This is an optimization exercise on Yosys and OpenROAD, whose aim is small area, a short achievable clock period and few clock cycles, not a production implementation.
Function was checked by simulation only, so behaviour that the tests miss may differ from the original.

**flow/config.mk**
```make
export PLATFORM = sky130hd
export DESIGN_NAME = cnn_core
export DESIGN_NICKNAME = cnn_core
export VERILOG_FILES = /design/flow/design.v
export SDC_FILE = /design/flow/constraint.sdc
export NUM_CORES = 4
export LEC_CHECK = 0
export CAP_MARGIN = 20
export CORE_MARGIN = 2
export CORE_UTILIZATION = 40
export SLEW_MARGIN = 20
```
**flow/constraint.sdc**
```tcl
create_clock -name core_clock -period 20.0 [get_ports {clk}]
set_input_delay 4.0000 -clock core_clock [delete_from_list [all_inputs] [get_ports {clk}]]
set_output_delay 4.0000 -clock core_clock [all_outputs]
set_load 0.01 [all_outputs]
```
**flow/design.v**
```verilog
module cnn_core (
    input             clk,
    input             rst,           
    input             start,
    input      [31:0] cmd,
    input      [7:0]  dim,
    input      [7:0]  cin,
    input      [7:0]  cout,
    input      [7:0]  ksize,
    input      [7:0]  pad,
    input      [7:0]  bias_shift,
    input      [7:0]  out_shift,
    input      [15:0] in_addr,
    input      [15:0] w_addr,
    input      [15:0] bias_addr,
    input      [15:0] out_addr,
    output reg        busy,
    output            done,
    output reg [3:0]  err_code,
    output reg [31:0] err_info,
    output reg        acc_ovf,
    output            mem_req,
    output            mem_we,
    output     [13:0] mem_addr,
    output     [3:0]  mem_be,
    output     [31:0] mem_wdata,
    input             mem_gnt,
    input      [31:0] mem_rdata
);
    localparam OP_CONV = 3'd1, OP_DW = 3'd2, OP_PW = 3'd3, OP_PWF = 3'd4, OP_POOL = 3'd5;
    localparam E_NONE = 4'd0, E_ILLEGAL = 4'd1, E_DIM = 4'd2, E_CHAN = 4'd3,
               E_KERNEL = 4'd4, E_SHIFT = 4'd5;
    localparam S_IDLE    = 4'd0,
               S_CHECK   = 4'd1,
               S_BIAS_RQ = 4'd2,
               S_BIAS_WT = 4'd3,
               S_TAP     = 4'd4,
               S_IN_RQ   = 4'd5,
               S_IN_WT   = 4'd6,
               S_W_RQ    = 4'd7,
               S_W_WT    = 4'd8,
               S_TAP_NX  = 4'd9,
               S_WR      = 4'd10,
               S_OUT_NX  = 4'd11,
               S_DONE    = 4'd12;
    reg [3:0] state;
    reg [31:0] cmd_q;
    reg [7:0]  d_q, cin_q, cout_q, k_q, p_q, bs_q, os_q;
    reg [15:0] in_q, w_q, b_q, out_q;
    wire [2:0] op = cmd_q[2:0];
    wire is_conv = (op == OP_CONV);
    wire is_dw   = (op == OP_DW);
    wire is_pw   = (op == OP_PW);
    wire is_pwf  = (op == OP_PWF);
    wire is_pool = (op == OP_POOL);
    wire has_bias = is_conv | is_pw | is_pwf;
    wire k_ok   = (k_q != 8'd0) && k_q[0];
    wire p_ok   = (p_q == ((k_q - 8'd1) >> 1));
    wire bs_ok  = (bs_q <= 8'd31);
    wire os_ok  = (os_q <= 8'd31);
    reg [3:0]  chk_code;
    reg [31:0] chk_info;
    always @(*) begin
        chk_code = E_NONE;
        chk_info = 32'd0;
        if (cmd_q[31:3] != 29'd0 || op == 3'd0 || op > 3'd5) begin
            chk_code = E_ILLEGAL; chk_info = cmd_q;
        end else if (is_conv) begin
            if (d_q < 8'd2 || d_q[0])              begin chk_code = E_DIM;    chk_info = 32'h18; end
            else if (cin_q < 8'd2 || cin_q[0])     begin chk_code = E_CHAN;   chk_info = 32'h1C; end
            else if (cout_q < 8'd2 || cout_q[0])   begin chk_code = E_CHAN;   chk_info = 32'h20; end
            else if (!k_ok)                        begin chk_code = E_KERNEL; chk_info = 32'h24; end
            else if (!p_ok)                        begin chk_code = E_KERNEL; chk_info = 32'h28; end
            else if (!bs_ok)                       begin chk_code = E_SHIFT;  chk_info = 32'h2C; end
            else if (!os_ok)                       begin chk_code = E_SHIFT;  chk_info = 32'h30; end
        end else if (is_dw) begin
            if (d_q == 8'd0)                       begin chk_code = E_DIM;    chk_info = 32'h18; end
            else if (cin_q == 8'd0)                begin chk_code = E_CHAN;   chk_info = 32'h1C; end
            else if (!k_ok)                        begin chk_code = E_KERNEL; chk_info = 32'h24; end
            else if (!p_ok)                        begin chk_code = E_KERNEL; chk_info = 32'h28; end
            else if (!os_ok)                       begin chk_code = E_SHIFT;  chk_info = 32'h30; end
        end else if (is_pw) begin
            if (d_q == 8'd0)                       begin chk_code = E_DIM;    chk_info = 32'h18; end
            else if (cin_q == 8'd0)                begin chk_code = E_CHAN;   chk_info = 32'h1C; end
            else if (cout_q == 8'd0)               begin chk_code = E_CHAN;   chk_info = 32'h20; end
            else if (!bs_ok)                       begin chk_code = E_SHIFT;  chk_info = 32'h2C; end
            else if (!os_ok)                       begin chk_code = E_SHIFT;  chk_info = 32'h30; end
        end else if (is_pwf) begin
            if (d_q == 8'd0)                       begin chk_code = E_DIM;    chk_info = 32'h18; end
            else if (cin_q < 8'd4 || cin_q[1:0] != 2'd0)
                                                   begin chk_code = E_CHAN;   chk_info = 32'h1C; end
            else if (cout_q < 8'd2 || cout_q[0])   begin chk_code = E_CHAN;   chk_info = 32'h20; end
            else if (!bs_ok)                       begin chk_code = E_SHIFT;  chk_info = 32'h2C; end
            else if (!os_ok)                       begin chk_code = E_SHIFT;  chk_info = 32'h30; end
        end else begin  
            if (d_q < 8'd2 || d_q[0])              begin chk_code = E_DIM;    chk_info = 32'h18; end
            else if (cin_q < 8'd4 || cin_q[1:0] != 2'd0)
                                                   begin chk_code = E_CHAN;   chk_info = 32'h1C; end
        end
    end
    wire [7:0] n_od  = is_pool ? {1'b0, d_q[7:1]} : d_q;            
    wire [7:0] n_oc  = (is_dw | is_pool) ? cin_q : cout_q;          
    wire [7:0] n_ci  = (is_dw | is_pool) ? 8'd1 : cin_q;            
    wire [7:0] n_k   = is_pool ? 8'd2 : (is_pw | is_pwf) ? 8'd1 : k_q;
    wire [7:0] p_eff = (is_conv | is_dw) ? p_q : 8'd0;
    reg [7:0] oy, ox, oc;      
    reg [7:0] ky, kx, ci;      
    wire signed [10:0] row = is_pool ? $signed({2'b00, oy, 1'b0} + {3'b000, ky})
                                     : $signed({3'b000, oy} + {3'b000, ky} - {3'b000, p_eff});
    wire signed [10:0] col = is_pool ? $signed({2'b00, ox, 1'b0} + {3'b000, kx})
                                     : $signed({3'b000, ox} + {3'b000, kx} - {3'b000, p_eff});
    wire in_bounds = (row >= 0) && (row < $signed({3'b000, d_q})) &&
                     (col >= 0) && (col < $signed({3'b000, d_q}));
    wire [7:0]  in_ch   = (is_dw | is_pool) ? oc : ci;
    wire [15:0] pix_in  = row[7:0] * d_q + {8'd0, col[7:0]};
    wire [15:0] in_off  = pix_in * cin_q + {8'd0, in_ch};
    wire [15:0] tap     = ky * k_q + {8'd0, kx};
    wire [15:0] w_conv  = (tap * cin_q + {8'd0, ci}) * cout_q + {8'd0, oc};
    wire [15:0] w_dw    = tap * cin_q + {8'd0, oc};
    wire [7:0]  f_p     = {1'b0, oc[7:1]};
    wire [7:0]  f_g     = {2'b00, ci[7:2]};
    wire [1:0]  f_k     = ci[1:0];
    wire [1:0]  f_sig   = {f_k[0], f_k[1]};
    wire [15:0] w_pwf   = (((f_p * {2'b00, cin_q[7:2]} + {8'd0, f_g}) << 1) + {15'd0, oc[0]}) * 16'd4
                          + {14'd0, f_sig};
    wire [15:0] w_off   = is_dw ? w_dw : is_pwf ? w_pwf : w_conv;
    wire [15:0] out_off = (oy * n_od + {8'd0, ox}) * n_oc + {8'd0, oc};
    wire [15:0] rd_in   = in_q + in_off;
    wire [15:0] rd_w    = w_q + w_off;
    wire [15:0] rd_b    = b_q + {8'd0, oc};
    wire [15:0] wr_a    = out_q + out_off;
    reg  [15:0] byte_addr;
    always @(*) begin
        case (state)
            S_BIAS_RQ: byte_addr = rd_b;
            S_IN_RQ:   byte_addr = rd_in;
            S_W_RQ:    byte_addr = rd_w;
            default:   byte_addr = wr_a;
        endcase
    end
    reg  [1:0]         lane;            
    wire [7:0]         rbyte = mem_rdata[8*lane +: 8];
    reg  signed [47:0] acc;
    reg  signed [7:0]  xval;
    reg  signed [7:0]  pv0, pv1, pv2;   
    wire signed [15:0] prod = xval * $signed(rbyte);
    wire signed [47:0] bias_term = $signed({{40{rbyte[7]}}, rbyte}) <<< bs_q[4:0];
    wire signed [31:0] acc32   = acc[31:0];
    wire signed [31:0] shifted = acc32 >>> os_q[4:0];
    wire [7:0] q_out = (shifted > 32'sd127)  ? 8'h7f :
                       (shifted < -32'sd128) ? 8'h80 : shifted[7:0];
    wire acc_out_of_range = (acc > 48'sd2147483647) || (acc < -48'sd2147483648);
    function [7:0] hadd;
        input [7:0] a, b;
        reg signed [9:0] s;
        begin
            s = $signed({{2{a[7]}}, a}) + $signed({{2{b[7]}}, b}) + 10'sd1;
            hadd = s[8:1];
        end
    endfunction
    wire [7:0] pool_top = hadd(pv0, pv1);
    wire [7:0] pool_bot = hadd(pv2, xval);
    wire [7:0] pool_out = hadd(pool_top, pool_bot);
    wire [7:0] out_byte = is_pool ? pool_out : q_out;
    assign mem_req   = (state == S_BIAS_RQ) || (state == S_IN_RQ) ||
                       (state == S_W_RQ) || (state == S_WR);
    assign mem_we    = (state == S_WR);
    assign mem_addr  = byte_addr[15:2];
    assign mem_be    = (state == S_WR) ? (4'b0001 << byte_addr[1:0]) : 4'b1111;
    assign mem_wdata = {4{out_byte}};
    assign done = (state == S_DONE);
    wire last_ci = (ci == n_ci - 8'd1);
    wire last_kx = (kx == n_k - 8'd1);
    wire last_ky = (ky == n_k - 8'd1);
    wire last_tap = last_ci && last_kx && last_ky;
    wire last_oc = (oc == n_oc - 8'd1);
    wire last_ox = (ox == n_od - 8'd1);
    wire last_oy = (oy == n_od - 8'd1);
    wire [1:0] tap_idx = {ky[0], kx[0]};
    always @(posedge clk) begin
        if (rst) begin
            state    <= S_IDLE;
            busy     <= 1'b0;
            err_code <= 4'd0;
            err_info <= 32'd0;
            acc_ovf  <= 1'b0;
        end else begin
            case (state)
            S_IDLE: begin
                if (start) begin
                    cmd_q  <= cmd;
                    d_q    <= dim;   cin_q <= cin;  cout_q <= cout;
                    k_q    <= ksize; p_q   <= pad;
                    bs_q   <= bias_shift; os_q <= out_shift;
                    in_q   <= in_addr; w_q <= w_addr; b_q <= bias_addr; out_q <= out_addr;
                    busy     <= 1'b1;
                    err_code <= 4'd0;
                    err_info <= 32'd0;
                    acc_ovf  <= 1'b0;
                    state    <= S_CHECK;
                end
            end
            S_CHECK: begin
                oy <= 8'd0; ox <= 8'd0; oc <= 8'd0;
                ky <= 8'd0; kx <= 8'd0; ci <= 8'd0;
                acc <= 48'sd0;
                if (chk_code != E_NONE) begin
                    err_code <= chk_code;
                    err_info <= chk_info;
                    state    <= S_DONE;
                end else begin
                    state <= has_bias ? S_BIAS_RQ : S_TAP;
                end
            end
            S_BIAS_RQ: begin
                if (mem_gnt) begin
                    lane  <= byte_addr[1:0];
                    state <= S_BIAS_WT;
                end
            end
            S_BIAS_WT: begin
                acc   <= bias_term;
                state <= S_TAP;
            end
            S_TAP: begin
                if (in_bounds) state <= S_IN_RQ;
                else           state <= S_TAP_NX;
            end
            S_IN_RQ: begin
                if (mem_gnt) begin
                    lane  <= byte_addr[1:0];
                    state <= S_IN_WT;
                end
            end
            S_IN_WT: begin
                xval <= $signed(rbyte);
                if (is_pool) begin
                    case (tap_idx)
                        2'd0: pv0 <= rbyte;
                        2'd1: pv1 <= rbyte;
                        2'd2: pv2 <= rbyte;
                        default: ;
                    endcase
                    state <= S_TAP_NX;
                end else begin
                    state <= S_W_RQ;
                end
            end
            S_W_RQ: begin
                if (mem_gnt) begin
                    lane  <= byte_addr[1:0];
                    state <= S_W_WT;
                end
            end
            S_W_WT: begin
                acc   <= acc + {{32{prod[15]}}, prod};
                state <= S_TAP_NX;
            end
            S_TAP_NX: begin
                if (last_tap) begin
                    state <= S_WR;
                end else begin
                    state <= S_TAP;
                    if (!last_ci) ci <= ci + 8'd1;
                    else begin
                        ci <= 8'd0;
                        if (!last_kx) kx <= kx + 8'd1;
                        else begin
                            kx <= 8'd0;
                            ky <= ky + 8'd1;
                        end
                    end
                end
            end
            S_WR: begin
                if (mem_gnt) begin
                    if (!is_pool && acc_out_of_range) acc_ovf <= 1'b1;
                    state <= S_OUT_NX;
                end
            end
            S_OUT_NX: begin
                ky <= 8'd0; kx <= 8'd0; ci <= 8'd0;
                acc <= 48'sd0;
                if (last_oc && last_ox && last_oy) begin
                    state <= S_DONE;
                end else begin
                    state <= has_bias ? S_BIAS_RQ : S_TAP;
                    if (!last_oc) oc <= oc + 8'd1;
                    else begin
                        oc <= 8'd0;
                        if (!last_ox) ox <= ox + 8'd1;
                        else begin
                            ox <= 8'd0;
                            oy <= oy + 8'd1;
                        end
                    end
                end
            end
            S_DONE: begin
                busy  <= 1'b0;
                state <= S_IDLE;
            end
            default: state <= S_IDLE;
            endcase
        end
    end
endmodule
```
**flow/run.sh**
```bash
#!/bin/bash
# synth_recipe.tcl (not shown) runs the flow's synth.tcl, then flattens the netlist and writes it again
# the make line also repeats each setting of config.mk as NAME=value (left out here)
make -C /OpenROAD-flow-scripts/flow DESIGN_CONFIG=/design/flow/config.mk WORK_HOME=/design/flow/orfs CLKGATE_MAP_FILE= SYNTH_SCRIPT=/design/flow/synth_recipe.tcl finish
```
==> qor.tcl <==
set qor(run_status) {complete, no violations}
set qor(min_delay_worst_endpoint) {err_info[4]}
set qor(worstSkewPairLatency_ps) 630
set qor(synthesis.area_per_instance_um2) 8.89
set qor(regToRegStartpoint) {lane[0]}
set qor(critical-path-top-cell-by-count) {sky130_fd_sc_hd__fa_1}
set qor(synth-main-ff-cell) {sky130_fd_sc_hd__edfxtp_1}
set qor(layout-drive-gt1-share) 0.0412
set qor(max_slew_margin) 0.296
set qor(syn_nets) 6652
set qor(num-nets-final) 6808
set qor(grt_pass1_wl_um) 233000
set qor(post_synth_instance_area_mm2) 0.0486
set qor(core.rowCount) 127
set qor(largest_clock_skew_in_the_final_design_ps) 21.6
set qor(globalRouteTotalUtil) 0.239
set qor(antenna_violations_before_repair) 5
set qor(synthAdderAreaFrac) 0.336
set qor(tritoncts.num_buffers) 43
set qor(startpoint_type_of_the_worst_setup_path) {register}
set qor(grt_pass1_vias) 39400
set qor(achievable-frequency_mhz) 52.1
set qor(initial_utilization) 0.404
set qor(wl_per_cell_um) 20.5
set qor(reg2regPathDepth) 32
set qor(synth_top_area_cell) {sky130_fd_sc_hd__fa_1}
set qor(core-area_mm2) 0.120
set qor(synth_cells) 5471
set qor(place.detailed.hpwl_um) 119000
set qor(worst_setup_path_end_kind) {primary output}
set qor(clockRootBuffer) {sky130_fd_sc_hd__clkbuf_16}
set qor(synth-async-reset-ratio) 0
set qor(synthDominantCellAreaShare) 0.215
set qor(die_area_mm2) 0.124
set qor(clkTransAtPathRegs_ps) 60
set qor(synth-xor-area-share) 0.0695
set qor(combinational_family_with_the_most_area_after_synthesis) {adder cells}
set qor(yosysWarningCount) 1
set qor(synth_enable_flop_cells) 282
set qor(slew_violations) 0
set qor(synth.mux.area_fraction) 0.0271
set qor(tightestPinTransition_ps) 1050
set qor(place_congestion) 0.912
set qor(r2r_end) {acc[46]}
set qor(antenna_violating_nets_post_route) 0
set qor(remaining_drc_errors) 0
set qor(vias) 39400
set qor(synth_area_in_simple_gates) 0.163
set qor(fill_cells) 11700
set qor(crit_type) {reg -> out}
set qor(min_delay_path_depth) 2
set qor(layout_commonest_cell) {sky130_fd_sc_hd__inv_1}
set qor(slowest_stage) {sky130_fd_sc_hd__edfxtp_1}
set qor(leading_post_synthesis_cells_by_cell_area) {sky130_fd_sc_hd__fa_1 (21%), sky130_fd_sc_hd__edfxtp_1 (17%), sky130_fd_sc_hd__ha_1 (12%)}
set qor(area.sequential_mm2) 0.00929
set qor(setup_viol) 0
set qor(drt_iter0_drc) 3067
set qor(commonest_cells_after_routing_fill_and_taps_aside) {sky130_fd_sc_hd__inv_1 (825), sky130_fd_sc_hd__nand2_1 (531), sky130_fd_sc_hd__fa_1 (522), sky130_fd_sc_hd__ha_1 (471), sky130_fd_sc_hd__nor2_1 (398)}
set qor(timing.critical_path.arrival_ps) 15180
set qor(setup_total_negative_slack_ps) 0
set qor(buffer_ports.inserted) 277
set qor(finalWorstPathRequiredPeriod_ps) 19180
set qor(reg2reg_slack_ps) 10540
set qor(die_width_um) 353
set qor(timing.final.crit_share) 0.959
set qor(viasPerCell) 5.41
set qor(critPathMaxFanout) 9
set qor(vertical_die_dimension_um) 353
set qor(io_pins) 279
set qor(worstPathRequired_ps) 16000
set qor(largest_net_degree_at_the_start_of_global_routing) 138
set qor(worstHoldPathType) {reg -> reg}
set qor(area_overhead_vs_synth_pct) 11.9
set qor(cts.path.max_buffers) 3
set qor(ys_types) 99
set qor(holdCritStartpoint) {err_info[4]}
set qor(timing.max_cap.violations) 0
set qor(synth_compound_gate_area_share) 0.127
set qor(totalWireLength_um) 149000
set qor(footprint_of_the_multi_input_gates_mm2) 0.0352
set qor(first_pass_iters) 8
set qor(cts_max_level) 2
set qor(globalRoute.totalOverflow) 0
set qor(cts.sinks) 323
set qor(post_synthesis_sequential_element_count) 323
set qor(max_stage_delay_ps) 580
set qor(tritoncts) {done}
set qor(hold_vio_cnt_final) 0
set qor(yosysSeqAreaShare) 0.191
[metrics by stage]
stage               area [µm²]  cells  setup slack [ps]  hold slack [ps]  utilization
CTS                      54300   7267               579              455        0.452
global placement         52900   7187              1550              446        0.440
finish                   54400   7276               816              455        0.452
floorplan                48600   5471              3180              481            -
detailed placement       52900   7187              1340              447        0.440
global route             54400   7275             -12.8              484        0.452
[synthesized netlist by cell type, drive strengths merged (35+ instances only)]
| cell | count |
|---|---|
| inv | 827 |
| nand2 | 531 |
| fa | 522 |
| ha | 471 |
| nor2 | 402 |
| edfxtp | 282 |
| a21oi | 252 |
| xnor2 | 251 |
| and2 | 231 |
| o21ai | 212 |
| clkbuf | 169 |
| xor2 | 106 |
| a21o | 100 |
| nand3 | 85 |
| nor2b | 82 |
| nor3 | 82 |
| nand2b | 71 |
| buf | 65 |
| mux2i | 63 |
| o21bai | 47 |
| a211oi | 44 |
| dfxtp | 41 |
| a22oi | 39 |
| nor4 | 38 |
| and3 | 36 |
| o21a | 35 |
[per-layer routing]
metal,share of wire,global-route usage,vias to the layer above
met1,0.45,0.334,19400
met4,0.035,0.0802,0
met3,0.061,0.0286,192
li1,-,-,18500
met2,0.46,0.384,1251
met5,0,0,-
[cells by family after synthesis]
group | count (synthesis)
other | 1
and+or+nand+nor | 1660
buffers and inverters | 1071
muxes | 101
AOI/OAI and AO/OA | 954
DFF | 323
xor gates and xnor gates | 368
adders and majority gates | 993
[what timing repair did]
item / CTS / global route
setup buffers: 0 / 6
resized for setup: 0 / 5
hold buffers: 0 / 0
endpoints found under the setup margin: 0 / 1
[state kept, by name, summed over array words and instances, names as in the netlist, 16 cells and up]
name,count
acc,48
in_q,16
b_q,16
cmd_q,32
err_info,32
out_q,16
w_q,16
[worst max-delay path, delay by kind of cell (launching register included)]
kind | cells | cell delay, ps
and+or+nand+nor | 12 | 2780
adders and majority gates | 16 | 7110
xor gates and xnor gates | 2 | 550
buffers and inverters | 10 | 1330
DFF | 1 | 580
AOI/OAI and AO/OA | 12 | 2250
[layout make-up]
cell class                      instances  share of cell area
Timing Repair Buffer                  345              0.0606
Clock inverter                         24             0.00421
Sequential cell                       323               0.171
Inverter                              837              0.0579
Clock buffer                           56              0.0220
Multi-Input combinational cell       4077               0.647
Tap cell                             1612              0.0371
Antenna cell                            2           0.0000920
[worst max path at each step]
stage | endpoint | from | cells after the start
floorplan | mem_addr[13] | ky[3] | 55
global placement | mem_addr[13] | k_q[1] | 53
detailed placement | mem_addr[13] | k_q[1] | 53
CTS | mem_addr[13] | k_q[1] | 53
global route | mem_addr[13] | ky[5] | 52
finish | mem_addr[13] | ky[5] | 52
Testbench counts, summed over its fixed seeds: cycles 1,260,688.

## re-timing with driven ports
No port has a modelled driver above. Below, the same layout with a new extraction and two added sets of constraints.
Step 1: set_driving_cell puts a clkbuf_16 on clk and a buf_2 on each other input, an assumption about the parent block.
Step 2 also shifts input and output timing later by t, the mid clock arrival at the registers, as if the neighbouring blocks saw the same clock.
a / b / c = ideal ports / drivers / drivers and shift; a / b = the first two.
t, ns: 0.681
setup WS [ns]: 0.816 / 0.748 / 1.430
hold WS [ns]: 0.455 / 0.455 / 0.455
pins driven straight from the clock port: 1
After both steps setup and hold are still met in this run. For this run, drivers alone change the setup slack by -0.068 ns; drivers and shift together by +0.614 ns.
